From an optimization exercise on the open Yosys and OpenROAD flow, aimed at small area; shortcuts taken in it are not production practice.
RTL that was checked went through simulation tests only; none was proved equivalent to the original.
The RTL of runs 3 and 4 was laid out without a check of its function.
Power is estimated from default activity; no workload was simulated.

<file path="flow/design.v">
module afd_fifo #(
    parameter AW = 4                     
) (
    input  wire          clk,
    input  wire          rst_n,          
    input  wire          enq,            
    input  wire [7:0]    enq_data,
    output wire          wfull,          
    output wire [AW:0]   wcount,         
    input  wire          deq,            
    output wire [AW:0]   rcount,         
    output wire          rfull,
    output wire [7:0]    rdata,          
    output reg           view_evt        
);
    localparam PW = AW + 1;
    localparam [PW-1:0] CAP = 1 << AW;
    reg [7:0] mem [0:(1<<AW)-1];
    reg [PW-1:0] wptr;         
    reg [PW-1:0] wpub;         
    reg [PW-1:0] wgray;        
    reg [PW-1:0] rq_s1;        
    reg [PW-1:0] rq;           
    reg          fl_req;       
    reg [PW-1:0] fl_mark;      
    reg          fl_pend;      
    reg [PW-1:0] fl_next;      
    reg          fa_s1;        
    reg          fa;           
    reg [PW-1:0] rhead;        
    reg [PW-1:0] rpub;         
    reg [PW-1:0] rgray;        
    reg [PW-1:0] wq_s1;        
    reg [PW-1:0] wq;           
    reg          fr_s1;        
    reg          fr;           
    reg          fl_ack;       
    reg          drain;        
    reg [PW-1:0] target;       
    wire [PW-1:0] rqb;         
    wire [PW-1:0] wqb;         
    wire [PW-1:0] wq_s1b;      
    assign rqb[PW-1]    = rq[PW-1];
    assign wqb[PW-1]    = wq[PW-1];
    assign wq_s1b[PW-1] = wq_s1[PW-1];
    genvar gi;
    generate
        for (gi = PW - 2; gi >= 0; gi = gi - 1) begin : g_ungray
            assign rqb[gi]    = rqb[gi+1]    ^ rq[gi];
            assign wqb[gi]    = wqb[gi+1]    ^ wq[gi];
            assign wq_s1b[gi] = wq_s1b[gi+1] ^ wq_s1[gi];
        end
    endgenerate
    wire [PW-1:0] wdist = wptr - rqb;
    wire [PW-1:0] rdist = wqb - rhead;
    assign wcount = wdist;
    assign wfull  = (wdist == CAP);
    assign rcount = drain ? {PW{1'b0}} : rdist;
    assign rfull  = (rcount == CAP);
    assign rdata  = mem[rhead[AW-1:0]];
    wire enq_ok = enq & ~wfull;
    wire deq_ok = deq & (rcount != {PW{1'b0}});
    reg [PW-1:0] n_wptr, n_wpub, n_fl_mark, n_fl_next, lim;
    reg          n_fl_req, n_fl_pend, n_fa;
    always @(*) begin
        n_wptr    = wptr;
        n_wpub    = wpub;
        n_fl_req  = fl_req;
        n_fl_mark = fl_mark;
        n_fl_pend = fl_pend;
        n_fl_next = fl_next;
        n_fa      = fa;
        if (enq) begin
            if (wfull) begin
                if (fl_req == fa) begin
                    n_fl_mark = wptr;
                    n_fl_req  = ~fl_req;
                end else begin
                    n_fl_next = wptr;
                    n_fl_pend = 1'b1;
                end
            end else begin
                n_wptr = wptr + 1'b1;
            end
        end
        if (fa_s1 != fa) begin
            n_fa = fa_s1;
            if (n_fa == n_fl_req && n_fl_pend) begin
                n_fl_mark = n_fl_next;
                n_fl_req  = ~n_fl_req;
                n_fl_pend = 1'b0;
            end
        end
        lim = (n_fl_req != n_fa) ? n_fl_mark : n_wptr;
        if (wpub != lim)
            n_wpub = wpub + 1'b1;
    end
    always @(posedge clk) begin
        if (!rst_n) begin
            wptr    <= {PW{1'b0}};
            wpub    <= {PW{1'b0}};
            wgray   <= {PW{1'b0}};
            rq_s1   <= {PW{1'b0}};
            rq      <= {PW{1'b0}};
            fl_req  <= 1'b0;
            fl_mark <= {PW{1'b0}};
            fl_pend <= 1'b0;
            fl_next <= {PW{1'b0}};
            fa_s1   <= 1'b0;
            fa      <= 1'b0;
        end else begin
            wptr    <= n_wptr;
            wpub    <= n_wpub;
            wgray   <= n_wpub ^ (n_wpub >> 1);
            rq_s1   <= rgray;
            rq      <= rq_s1;               
            fl_req  <= n_fl_req;
            fl_mark <= n_fl_mark;
            fl_pend <= n_fl_pend;
            fl_next <= n_fl_next;
            fa_s1   <= fl_ack;
            fa      <= n_fa;
        end
    end
    always @(posedge clk) begin
        if (rst_n && enq_ok)
            mem[wptr[AW-1:0]] <= enq_data;
    end
    reg [PW-1:0] n_rhead, n_rpub, n_wq, n_target, n_wqb;
    reg          n_fr, n_fl_ack, n_drain;
    always @(*) begin
        n_rhead  = rhead;
        n_rpub   = rpub;
        n_wq     = wq;
        n_wqb    = wqb;
        n_fr     = fr;
        n_fl_ack = fl_ack;
        n_drain  = drain;
        n_target = target;
        view_evt = 1'b0;
        if (deq_ok)
            n_rhead = rhead + 1'b1;
        if (wq_s1 != wq) begin
            n_wq     = wq_s1;
            n_wqb    = wq_s1b;
            view_evt = 1'b1;
            if (n_drain) begin
                if ((n_target - n_rhead) <= (n_wqb - n_rhead)) begin
                    n_rhead = n_target;
                    n_drain = 1'b0;
                end else begin
                    n_rhead = n_wqb;
                end
            end
        end
        if (fr_s1 != fr) begin
            n_fr     = fr_s1;
            n_target = fl_mark;
            n_fl_ack = n_fr;
            n_drain  = (n_target != n_rhead);
            view_evt = 1'b1;
            if (n_drain) begin
                if ((n_target - n_rhead) <= (n_wqb - n_rhead)) begin
                    n_rhead = n_target;
                    n_drain = 1'b0;
                end else begin
                    n_rhead = n_wqb;
                end
            end
        end
        if (rpub != n_rhead)
            n_rpub = rpub + 1'b1;
    end
    always @(posedge clk) begin
        if (!rst_n) begin
            rhead  <= {PW{1'b0}};
            rpub   <= {PW{1'b0}};
            rgray  <= {PW{1'b0}};
            wq_s1  <= {PW{1'b0}};
            wq     <= {PW{1'b0}};
            fr_s1  <= 1'b0;
            fr     <= 1'b0;
            fl_ack <= 1'b0;
            drain  <= 1'b0;
            target <= {PW{1'b0}};
        end else begin
            rhead  <= n_rhead;
            rpub   <= n_rpub;
            rgray  <= n_rpub ^ (n_rpub >> 1);
            wq_s1  <= wgray;
            wq     <= n_wq;
            fr_s1  <= fl_req;
            fr     <= n_fr;
            fl_ack <= n_fl_ack;
            drain  <= n_drain;
            target <= n_target;
        end
    end
endmodule
module async_fifo_dual (
    input  wire        clk,
    input  wire        rst_n,           
    input  wire        a_valid,
    input  wire [11:0] a_cmd,
    output reg  [18:0] a_rsp,
    output reg         a_rsp_valid,
    output wire        a_err,
    input  wire        ser_ext,         
    input  wire        s_valid,
    input  wire [11:0] s_cmd,
    output reg  [18:0] s_rsp,
    output reg         s_rsp_valid,
    input  wire        p_txe,
    input  wire        p_rxne,
    input  wire [7:0]  p_rdata,
    output reg  [7:0]  p_wdata,
    output reg         p_wr,
    output reg         p_rd,
    output reg         p_clr_rxne,
    output wire        p_txeie,
    output wire        irq
);
    localparam AW_TX = 5;               
    localparam AW_RX = 4;               
    localparam [3:0] A_NOP      = 4'h0,
                     A_TX_ENQ   = 4'h1,
                     A_TX_COUNT = 4'h2,
                     A_TX_FULL  = 4'h3,
                     A_RX_DEQ   = 4'h4,
                     A_RX_COUNT = 4'h5,
                     A_ERR_READ = 4'h6,
                     A_ERR_CLR  = 4'h7;
    localparam [3:0] S_NOP      = 4'h0,
                     S_ISR      = 4'h1,
                     S_TX_DEQ   = 4'h2,
                     S_RX_ENQ   = 4'h3,
                     S_TX_COUNT = 4'h4,
                     S_TX_FULL  = 4'h5;
    reg              tx_enq, tx_deq, rx_enq, rx_deq;
    reg  [7:0]       rx_enq_data;
    wire             tx_wfull, tx_rfull, rx_wfull, rx_rfull;
    wire [AW_TX:0]   tx_wcount, tx_rcount;
    wire [AW_RX:0]   rx_wcount, rx_rcount;
    wire [7:0]       tx_rdata, rx_rdata;
    wire             tx_view_evt, rx_view_evt;
    afd_fifo #(.AW(AW_TX)) u_txf (
        .clk      (clk),
        .rst_n    (rst_n),
        .enq      (tx_enq),
        .enq_data (a_cmd[7:0]),
        .wfull    (tx_wfull),
        .wcount   (tx_wcount),
        .deq      (tx_deq),
        .rcount   (tx_rcount),
        .rfull    (tx_rfull),
        .rdata    (tx_rdata),
        .view_evt (tx_view_evt)
    );
    afd_fifo #(.AW(AW_RX)) u_rxf (
        .clk      (clk),
        .rst_n    (rst_n),
        .enq      (rx_enq),
        .enq_data (rx_enq_data),
        .wfull    (rx_wfull),
        .wcount   (rx_wcount),
        .deq      (rx_deq),
        .rcount   (rx_rcount),
        .rfull    (rx_rfull),
        .rdata    (rx_rdata),
        .view_evt (rx_view_evt)
    );
    reg err_tx;                         
    reg err_rx;                         
    reg err_rx_s1, err_rx_q;            
    reg ec_req, ec_pend;                
    reg ec_ack_s1, ec_ack_q;            
    reg ec_req_s1, ec_req_q, ec_ack;    
    reg armed;                          
    assign a_err   = err_tx | err_rx_q;
    assign p_txeie = armed;
    assign irq     = (p_txe & armed) | p_rxne;
    wire [3:0] a_op = a_cmd[11:8];
    wire       a_go = rst_n & a_valid;
    reg [15:0] a_val;
    reg        a_f0, a_ill;
    reg        n_err_tx, n_ec_req, n_ec_pend, n_ec_ack_q;
    always @(*) begin
        tx_enq     = 1'b0;
        rx_deq     = 1'b0;
        a_val      = 16'd0;
        a_f0       = 1'b0;
        a_ill      = 1'b0;
        n_err_tx   = err_tx;
        n_ec_req   = ec_req;
        n_ec_pend  = ec_pend;
        n_ec_ack_q = ec_ack_q;
        if (a_go) begin
            case (a_op)
                A_NOP: ;
                A_TX_ENQ: begin
                    tx_enq = 1'b1;
                    if (tx_wfull)
                        n_err_tx = 1'b1;    
                    else
                        a_f0 = 1'b1;
                end
                A_TX_COUNT: a_val = {{(15-AW_TX){1'b0}}, tx_wcount};
                A_TX_FULL:  a_f0  = tx_wfull;
                A_RX_DEQ: begin
                    rx_deq = 1'b1;
                    if (rx_rcount != 0) begin
                        a_val = {8'd0, rx_rdata};
                        a_f0  = 1'b1;
                    end
                end
                A_RX_COUNT: a_val = {{(15-AW_RX){1'b0}}, rx_rcount};
                A_ERR_READ: begin
                    a_val = {14'd0, err_rx_q, err_tx};
                    a_f0  = err_tx | err_rx_q;
                end
                A_ERR_CLR: begin
                    n_err_tx = 1'b0;
                    if (ec_req == ec_ack_q)
                        n_ec_req = ~ec_req;
                    else
                        n_ec_pend = 1'b1;
                end
                default: a_ill = 1'b1;
            endcase
        end
        if (ec_ack_s1 != ec_ack_q) begin
            n_ec_ack_q = ec_ack_s1;
            if (n_ec_ack_q == n_ec_req && n_ec_pend) begin
                n_ec_req  = ~n_ec_req;
                n_ec_pend = 1'b0;
            end
        end
    end
    always @(posedge clk) begin
        if (!rst_n) begin
            a_rsp       <= 19'd0;
            a_rsp_valid <= 1'b0;
            err_tx      <= 1'b0;
            err_rx_s1   <= 1'b0;
            err_rx_q    <= 1'b0;
            ec_req      <= 1'b0;
            ec_pend     <= 1'b0;
            ec_ack_s1   <= 1'b0;
            ec_ack_q    <= 1'b0;
        end else begin
            a_rsp_valid <= a_valid;
            if (a_valid)
                a_rsp <= {a_ill, 1'b0, a_f0, a_val};
            err_tx      <= n_err_tx;
            err_rx_s1   <= err_rx;
            err_rx_q    <= err_rx_s1;       
            ec_req      <= n_ec_req;
            ec_pend     <= n_ec_pend;
            ec_ack_s1   <= ec_ack;
            ec_ack_q    <= n_ec_ack_q;
        end
    end
    wire [3:0] s_op = ser_ext ? s_cmd[11:8] : S_ISR;
    wire       s_go = rst_n & (ser_ext ? s_valid : irq);
    wire       txp  = p_txe & armed;
    wire       rxp  = p_rxne;
    reg [15:0] s_val;
    reg        s_f0, s_f1, s_ill;
    reg        n_err_rx, n_ec_req_q, n_ec_ack, n_armed;
    always @(*) begin
        tx_deq      = 1'b0;
        rx_enq      = 1'b0;
        rx_enq_data = s_cmd[7:0];
        p_wdata     = 8'd0;
        p_wr        = 1'b0;
        p_rd        = 1'b0;
        p_clr_rxne  = 1'b0;
        s_val       = 16'd0;
        s_f0        = 1'b0;
        s_f1        = 1'b0;
        s_ill       = 1'b0;
        n_err_rx    = err_rx;
        n_ec_req_q  = ec_req_q;
        n_ec_ack    = ec_ack;
        n_armed     = armed;
        if (ec_req_s1 != ec_req_q) begin
            n_ec_req_q = ec_req_s1;
            n_err_rx   = 1'b0;
            n_ec_ack   = n_ec_req_q;
        end
        if (s_go) begin
            case (s_op)
                S_NOP: ;
                S_ISR: begin
                    if (txp) begin
                        tx_deq = 1'b1;
                        if (tx_rcount == 0) begin
                            n_armed = 1'b0;
                        end else begin
                            p_wdata    = tx_rdata;
                            p_wr       = 1'b1;
                            s_val[7:0] = tx_rdata;
                            s_f0       = 1'b1;
                        end
                    end
                    if (rxp) begin
                        p_rd        = 1'b1;
                        p_clr_rxne  = 1'b1;
                        rx_enq      = 1'b1;
                        rx_enq_data = p_rdata;
                        s_val[15:8] = p_rdata;
                        s_f1        = 1'b1;
                        if (rx_wfull)
                            n_err_rx = 1'b1;
                    end
                end
                S_TX_DEQ: begin
                    tx_deq = 1'b1;
                    if (tx_rcount == 0) begin
                        n_armed = 1'b0;
                    end else begin
                        s_val = {8'd0, tx_rdata};
                        s_f0  = 1'b1;
                    end
                end
                S_RX_ENQ: begin
                    rx_enq = 1'b1;
                    if (rx_wfull)
                        n_err_rx = 1'b1;
                    else
                        s_f0 = 1'b1;
                end
                S_TX_COUNT: s_val = {{(15-AW_TX){1'b0}}, tx_rcount};
                S_TX_FULL:  s_f0  = tx_rfull;
                default:    s_ill = 1'b1;
            endcase
        end
        if (tx_view_evt)
            n_armed = 1'b1;
    end
    always @(posedge clk) begin
        if (!rst_n) begin
            s_rsp       <= 19'd0;
            s_rsp_valid <= 1'b0;
            err_rx      <= 1'b0;
            ec_req_s1   <= 1'b0;
            ec_req_q    <= 1'b0;
            ec_ack      <= 1'b0;
            armed       <= 1'b0;
        end else begin
            s_rsp_valid <= s_go;
            if (s_go)
                s_rsp <= {s_ill, s_f1, s_f0, s_val};
            err_rx      <= n_err_rx;
            ec_req_s1   <= ec_req;
            ec_req_q    <= n_ec_req_q;
            ec_ack      <= n_ec_ack;
            armed       <= n_armed;
        end
    end
endmodule
</file>
<file path="flow/run.sh">
#!/bin/bash
# synth_recipe.tcl (not shown) runs the flow's synth.tcl, then flattens the netlist and writes it again
# the make line also repeats each setting of config.mk as NAME=value (left out here)
make -C /OpenROAD-flow-scripts/flow DESIGN_CONFIG=/design/flow/config.mk WORK_HOME=/design/flow/orfs CLKGATE_MAP_FILE= SYNTH_SCRIPT=/design/flow/synth_recipe.tcl finish
</file>
<file path="flow/config.mk">
export PLATFORM = sky130hd
export DESIGN_NAME = async_fifo_dual
export DESIGN_NICKNAME = async_fifo_dual
export VERILOG_FILES = /design/flow/design.v
export SDC_FILE = /design/flow/constraint.sdc
export NUM_CORES = 4
export LEC_CHECK = 0
export CAP_MARGIN = 20
export CORE_MARGIN = 2
export CORE_UTILIZATION = 40
export SLEW_MARGIN = 20
</file>
<file path="flow/constraint.sdc">
create_clock -name core_clock -period 13.0 [get_ports {clk}]
set_input_delay 2.6000 -clock core_clock [delete_from_list [all_inputs] [get_ports {clk}]]
set_output_delay 2.6000 -clock core_clock [all_outputs]
set_load 0.01 [all_outputs]
</file>
==> results of run 1 <==
## flip-flops by register name, summed over array words and instances (netlist names), 6 cells and up
register and cells:
a_rsp 10, u_txf.rgray 6, u_txf.wq 6, u_txf.rq 6, u_rxf.mem 128, u_txf.mem 256
u_txf.wq_s1 6, u_txf.wgray 6, u_txf.target 6, u_txf.wptr 6, u_txf.fl_mark 6, u_txf.rq_s1 6
u_txf.rhead 6, u_txf.fl_next 6, s_rsp 19
## kinds of logic (layout without fill, tap and decap cells)
group / count (synthesis) / after routing / share of synthesized area (%)
xor gates and xnor gates: 160 / 160 / 5.114
adders and majority gates: 105 / 105 / 4.909
and+or+nand+nor: 642 / 642 / 11.32
muxes: 210 / 210 / 10.82
DFF: 579 / 579 / 55.15
AOI/OAI and AO/OA: 387 / 387 / 9.384
other: 1 / 9 / 0.01340
buffers and inverters: 224 / 330 / 3.290
## final cells by class
type / instances / area, sq um
clock inverter: 27 / 337.8
multi-input combinational: 1513 / 11700
tap: 931 / 1165
sequential: 579 / 15440
clock buffer: 88 / 1719
inverter: 107 / 404.1
timing repair buffer: 108 / 999.7
fill: 6265 / 37180
## final timing paths
check                                  from                   endpoint  slack [ns]  cells past startpoint
setup / recovery   u_txf.wq[5]$_SDFFE_PN0N_  u_txf.rgray[4]$_SDFF_PN0_        1.04                     48
hold / removal    u_rxf.wgray[0]$_SDFF_PN0_  u_rxf.wq_s1[0]$_SDFF_PN0_        0.43                      1
setup reg to reg   u_txf.wq[5]$_SDFFE_PN0N_  u_txf.rgray[4]$_SDFF_PN0_        1.04                     48
hold reg to reg   u_rxf.wgray[0]$_SDFF_PN0_  u_rxf.wq_s1[0]$_SDFF_PN0_        0.43                      1
## worst max-delay path, delay by kind of cell (launching register included)
family,cells,cell delay (ns)
flops,1,0.54
compound gates,17,4.63
buf+inv,5,0.43
fa+ha+maj,8,2.61
simple gates,9,1.59
xor+xnor,8,1.81
mux,1,0.25
## routing by layer
metal	GRT usage [%]	up-vias	share of wire [%]
met5	0	-	0
met4	5.420	0	2.5
met3	3.352	116	5.1
met2	32.04	490	47
met1	26.49	8936	45
li1	-	8594	-
## power by group through the flow
stage	clock (mW)	sequential (mW)	combinational [mW]
3_5_place_dp	0	2.06	1.16
5_1_grt	1.87	2.02	1.29
3_3_place_gp	0	2.06	1.15
2_1_floorplan	0	2.05	0.901
4_1_cts	1.79	2.02	1.16
6_report	1.76	2.02	1.16
## cell usage in the layout (no fill, tap or decap), types with 89 or more instances in the layout
cell type and count:
ha_1 89, nand2_1 148, a21oi_1 105, inv_1 104, edfxtp_1 384, dfxtp_1 193, mux2i_1 123, xnor2_1 96
nor2_1 189
## through the flow
| step | utilization (%) | hold WS (ns) | std cells | area, sq um | power [mW] |
|---|---|---|---|---|---|
| after floorplan | - | 0.4119 | 2316 | 28020 | 2.950 |
| final | 46.07 | 0.4295 | 3353 | 31770 | 4.938 |
| after CTS | 46.07 | 0.4341 | 3351 | 31760 | 4.976 |
| after global routing | 46.07 | 0.4424 | 3353 | 31770 | 5.182 |
| after detailed placement | 43.08 | 0.4185 | 3236 | 29700 | 3.219 |
| after global placement | 43.07 | 0.4142 | 3235 | 29700 | 3.209 |
==> flow_metrics.tcl, run 1 <==
set metrics [dict create \
    grt_usage_pct 19.45 \
    p_sw_share_pct 29.04 \
    yosysSeqAreaShare_pct 55.15 \
    peakVddDrop_mv 0.1236 \
    rsz0062_at_grt "no" \
    setup_tns_ns 0 \
    internal_power_mw 3.504 \
    drt_wl_total_microns 70080 \
    area_delta_synth_final_pct 13.50 \
    vias 18140 \
    hpwl_microns 47430 \
    synthTopCellsByArea "edfxtp_1 (41%), dfxtp_1 (14%), mux4_2 (5.8%)" \
    nets 2508 \
    status "finished clean" \
    wire_per_inst_microns 20.90 \
    netlist_top_cells_count "edfxtp_1 (384), dfxtp_1 (195), nor2_1 (191)" \
    cts.sinks 579 \
    portBuffers 83 \
    grt_pass1_vias 18140 \
    cts_tree "built" \
    vias_per_cell 5.409 \
    num_io_pins 93 \
    crit_type "reg -> reg" \
    routabilityCongestion 0.9068 \
    clk_latency_ns 0.67 \
    hold_viol_final 0 \
    antenna_found_initial 1 \
    ys_ff_latch 579 \
    antenna_cells 0 \
    coreArea_sq_um 68950 \
    gr-total-overflow 0 \
    fin_ws_ns 1.042 \
    tightest_slew_ns 1.107 \
    hold_buffers 0 \
    synth_area_sq_um 27990 \
    syn-instance-count 2308 \
    seq_power_share_pct 40.9 \
    arrival_ns 12.51 \
    drc 0 \
    fp-row-count 96 \
    fin_crit_sh_pct 91.99 \
    endpoint_kind "flop" \
    ys.flop_type "edfxtp_1" \
    synth-edff-count 384 \
    cts_root_buffer "clkbuf_16" \
    dieArea_sq_um 72100 \
    grt_pass1_wl_microns 107100 \
    worstHoldPathType "reg -> reg" \
    drv_slew 0 \
    post-cts-setup-buffer-count 0 \
    cts_resized 0 \
    synth.distinct_cells 96 \
    setup_violations 0 \
    cp.required_ns 13.56 \
    max_cap_violations 0 \
    dr.pass1.iters 5 \
    synth.most_common_cell "edfxtp_1" \
    power.density_nw_per_um2 155.5 \
    combPwrFrac_pct 23.5 \
    dr.first_iter.drc_count 1413 \
    p_leak_nw 11.02 \
    slowest_stage "a2bb2oi_1" \
    clk_pin_slew_ns 0.07 \
    dpl_worst_slack_ns 0.8164 \
    start_util_pct 40.59 \
    slew_headroom_pct 26.07 \
    clk_path_buf_depth 3 \
    skew_ns 0.04415 \
    yosys_warnings 3 \
    synthArstFlopShare_pct 0 \
    dieWidth_microns 268.5 \
    p_switching_mw 1.434 \
    max_stage_delay_ns 0.60 \
    ant_nets 0 \
    cts_buffers 61 \
    fmax_mhz 83.62 \
    die_h_microns 268.5 \
    synth_area_leader_cell "edfxtp_1" \
    ctsHtreeMaxLevel 2 \
    grt_max_degree 70 \
    layout-drive-gt1-share_pct 10.24 \
    critPathMaxFanout 10 \
    synth_top_cell_area_share_pct 41.20 \
    syn_area_per_cell_sq_um 12.13 \
    p_clk_share_pct 35.6 \
    period_needed_ns 11.96 \
    startpoint_type "flop" \
]
==> run 2: changes to the inputs <==
--- a/flow/design.v
+++ b/flow/design.v
@@ -13,48 +13,23 @@
     output wire [7:0]    rdata,          
-    output reg           view_evt        
+    output wire          view_evt        
 );
     localparam PW = AW + 1;
-    localparam [PW-1:0] CAP = 1 << AW;
     reg [7:0] mem [0:(1<<AW)-1];
     reg [PW-1:0] wptr;         
-    reg [PW-1:0] wpub;         
-    reg [PW-1:0] wgray;        
-    reg [PW-1:0] rq_s1;        
-    reg [PW-1:0] rq;           
-    reg          fl_req;       
+    reg [PW-1:0] wcnt;         
     reg [PW-1:0] fl_mark;      
-    reg          fl_pend;      
     reg [PW-1:0] fl_next;      
-    reg          fa_s1;        
-    reg          fa;           
+    reg          fl_pend;      
+    reg [4:1]    ph;           
+    reg          rm1, rm2;     
     reg [PW-1:0] rhead;        
     reg [PW-1:0] rpub;         
-    reg [PW-1:0] rgray;        
-    reg [PW-1:0] wq_s1;        
-    reg [PW-1:0] wq;           
-    reg          fr_s1;        
-    reg          fr;           
-    reg          fl_ack;       
-    reg          drain;        
+    reg [PW-1:0] wview;        
     reg [PW-1:0] target;       
-    wire [PW-1:0] rqb;         
-    wire [PW-1:0] wqb;         
-    wire [PW-1:0] wq_s1b;      
-    assign rqb[PW-1]    = rq[PW-1];
-    assign wqb[PW-1]    = wq[PW-1];
-    assign wq_s1b[PW-1] = wq_s1[PW-1];
-    genvar gi;
-    generate
-        for (gi = PW - 2; gi >= 0; gi = gi - 1) begin : g_ungray
-            assign rqb[gi]    = rqb[gi+1]    ^ rq[gi];
-            assign wqb[gi]    = wqb[gi+1]    ^ wq[gi];
-            assign wq_s1b[gi] = wq_s1b[gi+1] ^ wq_s1[gi];
-        end
-    endgenerate
-    wire [PW-1:0] wdist = wptr - rqb;
-    wire [PW-1:0] rdist = wqb - rhead;
-    assign wcount = wdist;
-    assign wfull  = (wdist == CAP);
-    assign rcount = drain ? {PW{1'b0}} : rdist;
-    assign rfull  = (rcount == CAP);
+    reg          drain;        
+    reg          wm1, wm2;     
+    assign wcount = wcnt;
+    assign wfull  = wcnt[PW-1];
+    assign rcount = wview - rhead;
+    assign rfull  = rcount[PW-1];
     assign rdata  = mem[rhead[AW-1:0]];
@@ -62,37 +37,14 @@
     wire deq_ok = deq & (rcount != {PW{1'b0}});
-    reg [PW-1:0] n_wptr, n_wpub, n_fl_mark, n_fl_next, lim;
-    reg          n_fl_req, n_fl_pend, n_fa;
-    always @(*) begin
-        n_wptr    = wptr;
-        n_wpub    = wpub;
-        n_fl_req  = fl_req;
-        n_fl_mark = fl_mark;
-        n_fl_pend = fl_pend;
-        n_fl_next = fl_next;
-        n_fa      = fa;
-        if (enq) begin
-            if (wfull) begin
-                if (fl_req == fa) begin
-                    n_fl_mark = wptr;
-                    n_fl_req  = ~fl_req;
-                end else begin
-                    n_fl_next = wptr;
-                    n_fl_pend = 1'b1;
-                end
-            end else begin
-                n_wptr = wptr + 1'b1;
-            end
-        end
-        if (fa_s1 != fa) begin
-            n_fa = fa_s1;
-            if (n_fa == n_fl_req && n_fl_pend) begin
-                n_fl_mark = n_fl_next;
-                n_fl_req  = ~n_fl_req;
-                n_fl_pend = 1'b0;
-            end
-        end
-        lim = (n_fl_req != n_fa) ? n_fl_mark : n_wptr;
-        if (wpub != lim)
-            n_wpub = wpub + 1'b1;
-    end
+    wire          busy     = |ph;                     
+    wire          ovf      = enq & wfull;
+    wire          issue    = ovf & ~busy;
+    wire          reissue  = ph[4] & (fl_pend | ovf);
+    wire [PW-1:0] n_wptr   = wptr + enq_ok;
+    wire [PW-1:0] n_mark   = (issue | (reissue & ovf)) ? wptr :
+                             reissue ? fl_next : fl_mark;
+    wire          n_busy   = ph[1] | ph[2] | ph[3] | issue | reissue;
+    wire [PW-1:0] lim      = n_busy ? n_mark : n_wptr;
+    wire [PW-1:0] n_wview  = wview + wm2;
+    wire [PW-1:0] wpub     = n_wview + wm1;
+    wire          wmove    = (wpub != lim);
     always @(posedge clk) begin
@@ -100,24 +52,19 @@
             wptr    <= {PW{1'b0}};
-            wpub    <= {PW{1'b0}};
-            wgray   <= {PW{1'b0}};
-            rq_s1   <= {PW{1'b0}};
-            rq      <= {PW{1'b0}};
-            fl_req  <= 1'b0;
+            wcnt    <= {PW{1'b0}};
             fl_mark <= {PW{1'b0}};
-            fl_pend <= 1'b0;
             fl_next <= {PW{1'b0}};
-            fa_s1   <= 1'b0;
-            fa      <= 1'b0;
+            fl_pend <= 1'b0;
+            ph      <= 4'd0;
+            rm1     <= 1'b0;
+            rm2     <= 1'b0;
         end else begin
             wptr    <= n_wptr;
-            wpub    <= n_wpub;
-            wgray   <= n_wpub ^ (n_wpub >> 1);
-            rq_s1   <= rgray;
-            rq      <= rq_s1;               
-            fl_req  <= n_fl_req;
-            fl_mark <= n_fl_mark;
-            fl_pend <= n_fl_pend;
-            fl_next <= n_fl_next;
-            fa_s1   <= fl_ack;
-            fa      <= n_fa;
+            wcnt    <= wcnt + enq_ok - rm2;
+            fl_mark <= n_mark;
+            if (ovf & busy)
+                fl_next <= wptr;
+            fl_pend <= (fl_pend | (ovf & busy)) & ~ph[4];
+            ph      <= {ph[3:1], issue | reissue};
+            rm1     <= rmove;
+            rm2     <= rm1;
         end
@@ -128,47 +75,8 @@
     end
-    reg [PW-1:0] n_rhead, n_rpub, n_wq, n_target, n_wqb;
-    reg          n_fr, n_fl_ack, n_drain;
-    always @(*) begin
-        n_rhead  = rhead;
-        n_rpub   = rpub;
-        n_wq     = wq;
-        n_wqb    = wqb;
-        n_fr     = fr;
-        n_fl_ack = fl_ack;
-        n_drain  = drain;
-        n_target = target;
-        view_evt = 1'b0;
-        if (deq_ok)
-            n_rhead = rhead + 1'b1;
-        if (wq_s1 != wq) begin
-            n_wq     = wq_s1;
-            n_wqb    = wq_s1b;
-            view_evt = 1'b1;
-            if (n_drain) begin
-                if ((n_target - n_rhead) <= (n_wqb - n_rhead)) begin
-                    n_rhead = n_target;
-                    n_drain = 1'b0;
-                end else begin
-                    n_rhead = n_wqb;
-                end
-            end
-        end
-        if (fr_s1 != fr) begin
-            n_fr     = fr_s1;
-            n_target = fl_mark;
-            n_fl_ack = n_fr;
-            n_drain  = (n_target != n_rhead);
-            view_evt = 1'b1;
-            if (n_drain) begin
-                if ((n_target - n_rhead) <= (n_wqb - n_rhead)) begin
-                    n_rhead = n_target;
-                    n_drain = 1'b0;
-                end else begin
-                    n_rhead = n_wqb;
-                end
-            end
-        end
-        if (rpub != n_rhead)
-            n_rpub = rpub + 1'b1;
-    end
+    wire          capture  = ph[2];
+    wire          jump     = capture | (drain & wm2);
+    wire [PW-1:0] n_target = capture ? fl_mark : target;
+    wire [PW-1:0] n_rhead  = jump ? n_wview : rhead + deq_ok;
+    wire          rmove    = (rpub != n_rhead);
+    assign view_evt = wm2 | capture;
     always @(posedge clk) begin
@@ -177,21 +85,16 @@
             rpub   <= {PW{1'b0}};
-            rgray  <= {PW{1'b0}};
-            wq_s1  <= {PW{1'b0}};
-            wq     <= {PW{1'b0}};
-            fr_s1  <= 1'b0;
-            fr     <= 1'b0;
-            fl_ack <= 1'b0;
-            drain  <= 1'b0;
+            wview  <= {PW{1'b0}};
             target <= {PW{1'b0}};
+            drain  <= 1'b0;
+            wm1    <= 1'b0;
+            wm2    <= 1'b0;
         end else begin
             rhead  <= n_rhead;
-            rpub   <= n_rpub;
-            rgray  <= n_rpub ^ (n_rpub >> 1);
-            wq_s1  <= wgray;
-            wq     <= n_wq;
-            fr_s1  <= fl_req;
-            fr     <= n_fr;
-            fl_ack <= n_fl_ack;
-            drain  <= n_drain;
+            rpub   <= rpub + rmove;
+            wview  <= n_wview;
             target <= n_target;
+            if (jump)
+                drain <= (n_wview != n_target);
+            wm1    <= wmove;
+            wm2    <= wm1;
         end
==> flow_metrics.tcl, run 2 <==
set metrics [dict create \
    start_util_pct 40.54 \
    antenna_cells 0 \
    crit_type "in -> out" \
    cp.required_ns 10.40 \
    startpoint_type "input port" \
    worstHoldPathType "reg -> reg" \
    layout_commonest_cell "edfxtp_1" \
    post-cts-setup-buffer-count 0 \
    routabilityCongestion 0.8572 \
    syn-instance-count 1654 \
    synth_area_leader_cell "edfxtp_1" \
    critPathMaxFanout 9 \
    drc 0 \
    dr.first_iter.drc_count 993 \
    cts_buffers 57 \
    dr.pass1.iters 5 \
    crit_path_frequent_cell "clkdlybuf4s50_1" \
    cts_resized 0 \
    drv_slew 0 \
    hold_viol_final 0 \
    path_cells "clkdlybuf4s50_1 > inv_1 > o41ai_1 > nand4b_1 > nor2_1 > clkdlybuf4s50_1" \
    fmax_mhz 122.5 \
    synth.most_common_cell "edfxtp_1" \
    area_delta_synth_final_pct 14.82 \
    cts_root_buffer "clkbuf_16" \
    synth-edff-count 384 \
    rsz0062_at_grt "no" \
    vias 13680 \
    drt_wl_total_microns 52440 \
    coreArea_sq_um 56500 \
    gr-total-overflow 0 \
    period_needed_ns 8.164 \
    grt_usage_pct 17.64 \
    yosys_warnings 3 \
    grt_pass1_vias 13620 \
    syn_area_per_cell_sq_um 13.85 \
    multiInputGateArea_sq_um 7792 \
    num_io_pins 93 \
    seq_area_sq_um 14540 \
    whs_ns 0.4367 \
    p_leak_nw 8.688 \
    vias_per_cell 5.388 \
    hpwl_microns 34960 \
    fp-row-count 87 \
    clk_path_buf_depth 3 \
    hold_buffers 0 \
    die_h_microns 243.3 \
    portBuffers 83 \
    synthTopCellsByArea "edfxtp_1 (50%), dfxtp_1 (13%), mux4_2 (7.1%)" \
    slowest_stage "nand4b_1" \
    ctsHtreeMaxLevel 2 \
    synth_top_cell_area_share_pct 50.34 \
    endpoint_kind "output port" \
    max_cap_violations 0 \
    nets 1817 \
    ys_ff_latch 534 \
    skew_ns 0.04736 \
    final_cell_mix "edfxtp_1 (384), nor2_1 (149), dfxtp_1 (147)" \
    synth_area_sq_um 22910 \
    fin_crit_sh_pct 62.80 \
    setup_tns_ns 0 \
    fill_cells 4942 \
    synthArstFlopShare_pct 0 \
    synth.distinct_cells 80 \
    cts.sinks 534 \
    dieArea_sq_um 59190 \
    grt_max_degree 65 \
    slew_headroom_pct 30.37 \
    arrival_ns 5.56 \
    cts_tree "built" \
    layout-drive-gt1-share_pct 11.83 \
    largest_reg_flops 256 \
    yosysSeqAreaShare_pct 63.45 \
    clk_pin_slew_ns 0.06 \
    power.density_nw_per_um2 143.3 \
    wire_per_inst_microns 20.65 \
    tightest_slew_ns 1.041 \
    netlist_top_cells_count "edfxtp_1 (384), dfxtp_1 (150), nor2_1 (149)" \
    antenna_found_initial 1 \
    dieWidth_microns 243.3 \
    max_stage_delay_ns 0.84 \
    grt_pass1_wl_microns 80940 \
    ant_nets 0 \
    peakVddDrop_mv 0.1446 \
    ys.flop_type "edfxtp_1" \
    setup_violations 0 \
    clk_latency_ns 0.63 \
    status "finished clean" \
]
==> run 2: worst max-delay path, delay by kind of cell <==
family,cells,cell delay [ns]
buffers and inverters,3,1.21
AO/OA/AOI/OAI,1,0.56
AND/OR/NAND/NOR,2,1.18
==> run 2: cell families after synthesis <==
kind of cell | after synthesis | synth area share (%)
buffers and inverters | 134 | 2.693
flip-flops | 534 | 63.45
multiplexers | 177 | 11.69
AO/OA/AOI/OAI | 242 | 7.134
other | 1 | 0.01637
AND/OR/NAND/NOR | 438 | 9.264
XOR/XNOR | 84 | 3.212
adder cells (fa/ha/maj) | 44 | 2.535
==> run 2: routing by layer <==
metal	up-vias	wire length (microns)	track usage [%]	part of all wire, %
met2	378	24370	28.31	46
met3	89	2657	2.831	5.1
met4	0	1486	5.991	2.8
met5	-	0	0	0
met1	6823	23920	24.45	46
li1	6391	-	-	-
==> run 2: power breakdown <==
part           switching [mW]  internal [mW]
clock                   0.683          0.946
sequential             0.0270           1.85
combinational           0.147          0.113
total                   0.856           2.91
==> run 2: final cells by class <==
cell class	count	share of cell area [%]
clock buffers	77	6.051
clock inverters	31	1.256
well taps	756	3.597
repair buffers	101	3.520
inverters	46	0.6613
flip-flops and latches	534	55.29
multi-input cells	994	29.63
==> run 2: worst paths after layout <==
kind	from	endpoint	slack [ns]	depth (start not counted)
max reg2reg	u_txf.rhead[3]$_SDFF_PN0_	u_txf.rpub[4]$_SDFF_PN0_	7.55	22
max	s_cmd[8]	p_wdata[0]	4.84	6
min	err_rx_s1$_SDFF_PN0_	err_rx_q$_SDFF_PN0_	0.44	1
min reg2reg	err_rx_s1$_SDFF_PN0_	err_rx_q$_SDFF_PN0_	0.44	1
==> run 2: metrics by stage <==
stage | util, % | setup WS, ns | cells | total power [mW] | area, sq um
floorplan | - | 6.274 | 1662 | 2.092 | 22940
detailed placement | 43.21 | 4.861 | 2431 | 2.178 | 24410
finish | 46.55 | 4.836 | 2539 | 3.769 | 26300
CTS | 46.61 | 4.850 | 2539 | 3.816 | 26330
global placement | 43.21 | 4.908 | 2431 | 2.169 | 24410
global route | 46.55 | 4.689 | 2539 | 3.911 | 26300
==> run 3: changes to the inputs <==
--- a/flow/design.v
+++ b/flow/design.v
@@ -27,3 +27,2 @@
     reg [PW-1:0] wview;        
-    reg [PW-1:0] target;       
     reg          drain;        
@@ -77,3 +76,2 @@
     wire          jump     = capture | (drain & wm2);
-    wire [PW-1:0] n_target = capture ? fl_mark : target;
     wire [PW-1:0] n_rhead  = jump ? n_wview : rhead + deq_ok;
@@ -86,3 +84,2 @@
             wview  <= {PW{1'b0}};
-            target <= {PW{1'b0}};
             drain  <= 1'b0;
@@ -94,5 +91,4 @@
             wview  <= n_wview;
-            target <= n_target;
             if (jump)
-                drain <= (n_wview != n_target);
+                drain <= (n_wview != fl_mark);
             wm1    <= wmove;
@@ -177,5 +173,4 @@
     reg err_rx_s1, err_rx_q;            
-    reg ec_req, ec_pend;                
-    reg ec_ack_s1, ec_ack_q;            
-    reg ec_req_s1, ec_req_q, ec_ack;    
+    reg ec_pend;                        
+    reg [4:1] ec_ph;
     reg armed;                          
@@ -188,3 +183,3 @@
     reg        a_f0, a_ill;
-    reg        n_err_tx, n_ec_req, n_ec_pend, n_ec_ack_q;
+    reg        n_err_tx, ec_clr;
     always @(*) begin
@@ -196,5 +191,3 @@
         n_err_tx   = err_tx;
-        n_ec_req   = ec_req;
-        n_ec_pend  = ec_pend;
-        n_ec_ack_q = ec_ack_q;
+        ec_clr     = 1'b0;
         if (a_go) begin
@@ -225,6 +218,3 @@
                     n_err_tx = 1'b0;
-                    if (ec_req == ec_ack_q)
-                        n_ec_req = ~ec_req;
-                    else
-                        n_ec_pend = 1'b1;
+                    ec_clr   = 1'b1;
                 end
@@ -233,10 +223,5 @@
         end
-        if (ec_ack_s1 != ec_ack_q) begin
-            n_ec_ack_q = ec_ack_s1;
-            if (n_ec_ack_q == n_ec_req && n_ec_pend) begin
-                n_ec_req  = ~n_ec_req;
-                n_ec_pend = 1'b0;
-            end
-        end
     end
+    wire ec_busy  = |ec_ph;
+    wire ec_issue = (ec_clr & ~ec_busy) | (ec_ph[4] & (ec_pend | ec_clr));
     always @(posedge clk) begin
@@ -248,6 +233,4 @@
             err_rx_q    <= 1'b0;
-            ec_req      <= 1'b0;
             ec_pend     <= 1'b0;
-            ec_ack_s1   <= 1'b0;
-            ec_ack_q    <= 1'b0;
+            ec_ph       <= 4'd0;
         end else begin
@@ -259,6 +242,4 @@
             err_rx_q    <= err_rx_s1;       
-            ec_req      <= n_ec_req;
-            ec_pend     <= n_ec_pend;
-            ec_ack_s1   <= ec_ack;
-            ec_ack_q    <= n_ec_ack_q;
+            ec_pend     <= (ec_pend | (ec_clr & ec_busy)) & ~ec_ph[4];
+            ec_ph       <= {ec_ph[3:1], ec_issue};
         end
@@ -271,3 +252,3 @@
     reg        s_f0, s_f1, s_ill;
-    reg        n_err_rx, n_ec_req_q, n_ec_ack, n_armed;
+    reg        n_err_rx, n_armed;
     always @(*) begin
@@ -285,10 +266,5 @@
         n_err_rx    = err_rx;
-        n_ec_req_q  = ec_req_q;
-        n_ec_ack    = ec_ack;
         n_armed     = armed;
-        if (ec_req_s1 != ec_req_q) begin
-            n_ec_req_q = ec_req_s1;
-            n_err_rx   = 1'b0;
-            n_ec_ack   = n_ec_req_q;
-        end
+        if (ec_ph[2])
+            n_err_rx = 1'b0;
         if (s_go) begin
@@ -348,5 +324,2 @@
             err_rx      <= 1'b0;
-            ec_req_s1   <= 1'b0;
-            ec_req_q    <= 1'b0;
-            ec_ack      <= 1'b0;
             armed       <= 1'b0;
@@ -357,5 +330,2 @@
             err_rx      <= n_err_rx;
-            ec_req_s1   <= ec_req;
-            ec_req_q    <= n_ec_req_q;
-            ec_ack      <= n_ec_ack;
             armed       <= n_armed;
--- a/flow/config.mk
+++ b/flow/config.mk
@@ -9,3 +9,5 @@
 export CORE_MARGIN = 2
-export CORE_UTILIZATION = 40
+export CORE_UTILIZATION = 65
+export CTS_CLUSTER_DIAMETER = 60
+export CTS_CLUSTER_SIZE = 30
 export SLEW_MARGIN = 20
==> flow_metrics.tcl, run 3 <==
set metrics [dict create \
    status "finished clean" \
    hold_buffers 0 \
    ys_ff_latch 522 \
    netlist_top_cells_count "edfxtp_1 (384), dfxtp_1 (138), nor2_1 (135)" \
    period_needed_ns 8.768 \
    ant_nets 0 \
    grt_pass1_wl_microns 76650 \
    regToRegSetupSlack_ns 7.45 \
    antenna_cells 0 \
    vias_per_cell 6.327 \
    cts_resized 0 \
    final_area_sq_um 24680 \
    post-cts-setup-buffer-count 0 \
    num_io_pins 93 \
    layout_commonest_cell "edfxtp_1" \
    synthMuxAreaShare_pct 11.75 \
    cp.required_ns 10.40 \
    synth-simple-area-share_pct 8.534 \
    syn_area_per_cell_sq_um 14.23 \
    slew_headroom_pct 27.36 \
    die_h_microns 188.7 \
    ys.flop_type "edfxtp_1" \
    area_delta_synth_final_pct 11.25 \
    syn-instance-count 1559 \
    yosys_warnings 3 \
    worstHoldPathType "reg -> reg" \
    min_from "u_rxf.rm1$_SDFF_PN0_" \
    dr.pass1.iters 7 \
    dr.first_iter.drc_count 1232 \
    clk_pin_slew_ns 0.07 \
    endpoint_kind "output port" \
    p_leak_nw 8.180 \
    fp-row-count 67 \
    portBuffers 83 \
    vias 13290 \
    layout-drive-gt1-share_pct 11.43 \
    skew_ns 0.03739 \
    clk_path_buf_depth 3 \
    startpoint_type "input port" \
    start_util_pct 66.16 \
    hpwl_microns 33610 \
    dieArea_sq_um 35620 \
    worstHoldPathCells 1 \
    synth_compound_area_share_pct 6.830 \
    cts_tree "built" \
    peakVddDrop_mv 0.1694 \
    r2r_start "u_txf.rhead[3]$_SDFF_PN0_" \
    grt_usage_pct 28.79 \
    synth_area_sq_um 22180 \
    wire_per_inst_microns 24.08 \
    fin_crit_sh_pct 67.45 \
    reg2reg_depth 22 \
    synthTopCellsByArea "edfxtp_1 (52%), dfxtp_1 (12%), mux4_2 (7.9%)" \
    synth.most_common_cell "edfxtp_1" \
    synth_top_cell_area_share_pct 51.98 \
    coreArea_sq_um 33530 \
    routabilityCongestion 0.9347 \
    place_inst 2036 \
    synth.distinct_cells 76 \
    clk_latency_ns 0.55 \
    tightest_slew_ns 1.086 \
    dpl_worst_slack_ns 4.260 \
    drc 0 \
    holdPathEnd "u_rxf.rm2$_SDFF_PN0_" \
    largest_reg_flops 256 \
    drt_wl_total_microns 50600 \
    synth_area_leader_cell "edfxtp_1" \
    cts.sinks 522 \
    drv_slew 0 \
    hold_viol_final 0 \
    dieWidth_microns 188.7 \
    grt_pass1_vias 12720 \
    cts_root_buffer "clkbuf_16" \
    synth_adder_area_share_pct 2.617 \
    ctsHtreeMaxLevel 2 \
    max_cap_violations 0 \
    yosysSeqAreaShare_pct 64.43 \
    final_cell_mix "edfxtp_1 (384), nor2_1 (135), dfxtp_1 (135)" \
    fin_ws_ns 4.232 \
    place_area_sq_um 23430 \
    critPathMaxFanout 24 \
    synth-xor-area-share_pct 3.277 \
    synth-edff-count 384 \
    nets 1710 \
    rsz0062_at_grt "no" \
    power.density_nw_per_um2 133.6 \
    rr_endpoint "u_txf.rpub[4]$_SDFF_PN0_" \
    setup_tns_ns 0 \
    grt_max_degree 79 \
    antenna_found_initial 1 \
    gr-total-overflow 0 \
    synth_top_family_by_area "multiplexers" \
    cts_buffers 37 \
    arrival_ns 6.17 \
    finalNonFillerCells 2101 \
    crit_type "in -> out" \
    synthArstFlopShare_pct 0 \
    whs_ns 0.4514 \
    fmax_mhz 114.1 \
    setup_violations 0 \
]
==> run 3: cell types whose count changed after synthesis, sizes merged, moves of 6 or more <==
cell / before / now
a21oi: 56 / 41
nor2: 149 / 135
dfxtp: 150 / 138
o21ai: 53 / 47
xor2: 33 / 44
xnor2: 51 / 39
nand3: 52 / 45
nand3b: 8 / 2
mux4: 72 / 78
mux2i: 100 / 85
==> run 3: final cells by class <==
type                    count  area [sq um]
multi-input cells         914          7417
repair buffers            102         948.4
clock inverters            26         331.6
inverters                  50         187.7
well taps                 448         560.5
fillers                  2158          8853
flip-flops and latches    522         14300
clock buffers              39         933.4
==> run 3: how the worst max path moves through the flow <==
stage | start | to | cells past startpoint
floorplan | p_txe | p_rd | 6
global placement | ser_ext | p_rd | 7
detailed placement | ser_ext | p_wdata[1] | 7
CTS | ser_ext | p_wdata[1] | 7
global route | ser_ext | p_rd | 7
finish | ser_ext | p_rd | 7
==> run 3: cells by family after synthesis <==
logic type | count (synthesis)
XOR/XNOR | 83
multiplexers | 163
buffers and inverters | 131
AND/OR/NAND/NOR | 398
AO/OA/AOI/OAI | 217
flip-flops | 522
adder cells (fa/ha/maj) | 44
other | 1
==> run 3: stage by stage <==
step	total power, mW	util (%)
6_report	3.297	73.60
4_1_cts	3.315	73.64
3_5_place_dp	2.122	69.87
5_1_grt	3.409	73.60
3_3_place_gp	2.113	69.86
2_1_floorplan	2.039	-
==> run 3: layer usage <==
layer / wire length [microns] / GRT usage [%] / share of wire [%] / vias to the layer above
met1: 22020 / 44.35 / 44 / 6669
li1: - / - / - / 6023
met4: 733 / 5.288 / 1.4 / 2
met2: 23630 / 44.49 / 47 / 549
met5: 12 / 0 / 0.024 / -
met3: 4212 / 4.600 / 8.3 / 51
==> run 3: power by group <==
group | switching, mW | internal, mW
logic | 0.140 | 0.107
registers | 0.0241 | 1.81
clock network | 0.611 | 0.601
==> run 3: critical path, cell delays in order <==
cell,delay [ns]
clkdlybuf4s50_1,0.65
a211o_1,0.40
nand3_1,0.79
nor2_1,0.17
nand2_1,0.45
clkinv_1,0.48
clkdlybuf4s50_1,0.61
==> run 4: changes to the inputs <==
--- a/flow/config.mk
+++ b/flow/config.mk
@@ -9,5 +9,5 @@
 export CORE_MARGIN = 2
-export CORE_UTILIZATION = 65
-export CTS_CLUSTER_DIAMETER = 60
-export CTS_CLUSTER_SIZE = 30
+export CORE_UTILIZATION = 70
+export CTS_CLUSTER_DIAMETER = 100
+export CTS_CLUSTER_SIZE = 25
 export SLEW_MARGIN = 20
==> flow_metrics.tcl, run 4 <==
set metrics [dict create \
    status "finished clean" \
    yosys_warnings 3 \
    cts_tree "built" \
    dr.first_iter.drc_count 1553 \
    synthArstFlopShare_pct 0 \
    rsz0062_at_grt "no" \
    startpoint_type "input port" \
    nets 1697 \
    grt_pass1_vias 12970 \
    netlist_top_cells_count "edfxtp_1 (384), dfxtp_1 (138), nor2_1 (135)" \
    fin_ws_ns 4.194 \
    fmax_mhz 113.6 \
    dieWidth_microns 182.0 \
    setup_violations 0 \
    wire_per_inst_microns 25.60 \
    grt_usage_pct 31.86 \
    tightest_slew_ns 1.102 \
    hold_viol_final 0 \
    grt_pass1_wl_microns 78320 \
    worstHoldPathType "reg -> reg" \
    portBuffers 83 \
    clk_pin_slew_ns 0.09 \
    coreArea_sq_um 31390 \
    drc 0 \
    largest_reg_flops 256 \
    syn-instance-count 1559 \
    final_cell_mix "edfxtp_1 (384), nor2_1 (135), dfxtp_1 (135)" \
    period_needed_ns 8.806 \
    clk_latency_ns 0.57 \
    layout_commonest_cell "edfxtp_1" \
    critPathMaxFanout 24 \
    vias 13490 \
    endpoint_kind "output port" \
    antenna_found_initial 3 \
    path_delay_family "simple AND/OR/NAND/NOR gates" \
    die_h_microns 182.0 \
    max_stage_delay_ns 0.79 \
    total_power_mw 2.931 \
    grt_max_degree 79 \
    cp.required_ns 10.40 \
    synth-edff-count 384 \
    gr-usage-met2_pct 48.38 \
    cp_num_buf_inv 2 \
    cts_resized 0 \
    drv_slew 0 \
    power.density_nw_per_um2 121.9 \
    syn_area_per_cell_sq_um 14.23 \
    cts_root_buffer "clkbuf_16" \
    dieArea_sq_um 33130 \
    gr-total-overflow 0 \
    drt_wl_total_microns 52040 \
    synth.most_common_cell "edfxtp_1" \
    synth_area_sq_um 22180 \
    layout-drive-gt1-share_pct 9.509 \
    ys.flop_type "edfxtp_1" \
    synth_area_leader_cell "edfxtp_1" \
    dpl_worst_slack_ns 4.257 \
    top_usage_layer "met2" \
    slew_headroom_pct 26.13 \
    slowest_stage "clkdlybuf4s50_1" \
    arrival_ns 6.21 \
    synthTopCellsByArea "edfxtp_1 (52%), dfxtp_1 (12%), mux4_2 (7.9%)" \
    hold_buffers 0 \
    grt_use_met3_pct 5.736 \
    max_cap_violations 0 \
    num_io_pins 93 \
    use_met1_pct 47.89 \
    peakVddDrop_mv 0.1294 \
    clk_path_buf_depth 3 \
    path_cells "clkdlybuf4s50_1 > a211o_1 > nand3_1 > nor2_1 > nand4_1 > nor2_1 > clkdlybuf4s50_1" \
    fin_crit_sh_pct 67.74 \
    post-cts-setup-buffer-count 0 \
    synth.distinct_cells 76 \
    synth_top_cell_area_share_pct 51.98 \
    area_delta_synth_final_pct 8.381 \
    yosysSeqAreaShare_pct 64.43 \
    dr.pass1.iters 5 \
    vias_per_cell 6.635 \
    cts.sinks 522 \
    routabilityCongestion 0.9193 \
    p_leak_nw 7.930 \
    ys_ff_latch 522 \
    hpwl_microns 33800 \
    setup_tns_ns 0 \
    ctsHtreeMaxLevel 1 \
    crit_type "in -> out" \
    cts_buffers 24 \
    skew_ns 0.01885 \
    ant_nets 0 \
    start_util_pct 70.67 \
    fp-row-count 65 \
]
run 4: layout make-up:
cell class	instances	area [sq um]
Antenna cell	1	2.502
Clock buffer	40	660.6
Clock inverter	2	21.27
Fill cell	1904	7350
Inverter	50	187.7
Multi-Input combinational cell	914	7430
Sequential cell	522	14300
Tap cell	402	503.0
Timing Repair Buffer	102	938.4
run 4: metrics by stage:
| stage | hold slack (ns) | cell area (sq um) | util (%) | std cells |
|---|---|---|---|---|
| finish | 0.4476 | 24040 | 76.59 | 2033 |
| floorplan | 0.4038 | 22210 | - | 1567 |
| CTS | 0.4470 | 24050 | 76.62 | 2032 |
| global placement | 0.4192 | 23380 | 74.46 | 1990 |
| global route | 0.4632 | 24040 | 76.58 | 2032 |
| detailed placement | 0.4246 | 23370 | 74.45 | 1990 |
run 4: kinds of logic (layout without fill, tap and decap cells):
family	count (synthesis)	count (layout)	synth area share, %
simple gates	398	398	8.534
other cells	1	10	0.01690
compound gates	217	217	6.830
flops	522	522	64.43
xor+xnor	83	83	3.277
buf+inv	131	194	2.538
mux	163	163	11.75
fa+ha+maj	44	44	2.617
run 4: final timing paths:
path                                                  to  cells after the start                      start  slack [ns]
worst max register to register  u_txf.rpub[4]$_SDFF_PN0_                     22  u_txf.rhead[3]$_SDFF_PN0_        7.69
worst max-delay path                          p_wdata[0]                      7                    ser_ext        4.19
worst min-delay path                u_rxf.rm2$_SDFF_PN0_                      1       u_rxf.rm1$_SDFF_PN0_        0.45
worst min register to register      u_rxf.rm2$_SDFF_PN0_                      1       u_rxf.rm1$_SDFF_PN0_        0.45
run 4: per-layer routing:
layer  vias up  routed length [microns]
met5         -                       23
met2       761                    23780
li1       5977                        -
met1      6637                    21190
met4         4                     1676
met3       110                     5369
run 4: power by group:
group	total, mW	leakage [nW]	internal, mW	switching, mW
Sequential	1.84	4.57	1.81	0.0242
Clock	0.845	0.325	0.353	0.492
Combinational	0.248	3.03	0.106	0.142
Total	2.93	7.93	2.27	0.657

[separate check: timing with driven ports]
No port has a modelled driver above. Below, the same layouts with a new extraction and two added sets of constraints. Step 1 assumes that a clkbuf_16 drives the clock port and a buf_2 every other input. Step 2 moves the port delays by t, midway between the first and last clock arrival at a register: inputs arrive t later, outputs are due t later. That takes back most of the time a late clock gives input paths. a / b / c = no drivers / after step 1 / after step 2; a / b = the first two.
run	t, ns	setup slack, ns	worst setup path after step 2
run 1	0.709	1.042 / 1.042 / 0.599	input to register
run 2	0.667	4.836 / 4.810 / 4.810	input to output
run 3	0.587	4.232 / 4.158 / 4.158	input to output
run 4	0.614	4.194 / 4.168 / 4.168	input to output
After both steps setup and hold are still met in every run listed. The setup slack of run 1, which loses most, moves by 0.000 ns with the drivers and by -0.443 ns with both steps.
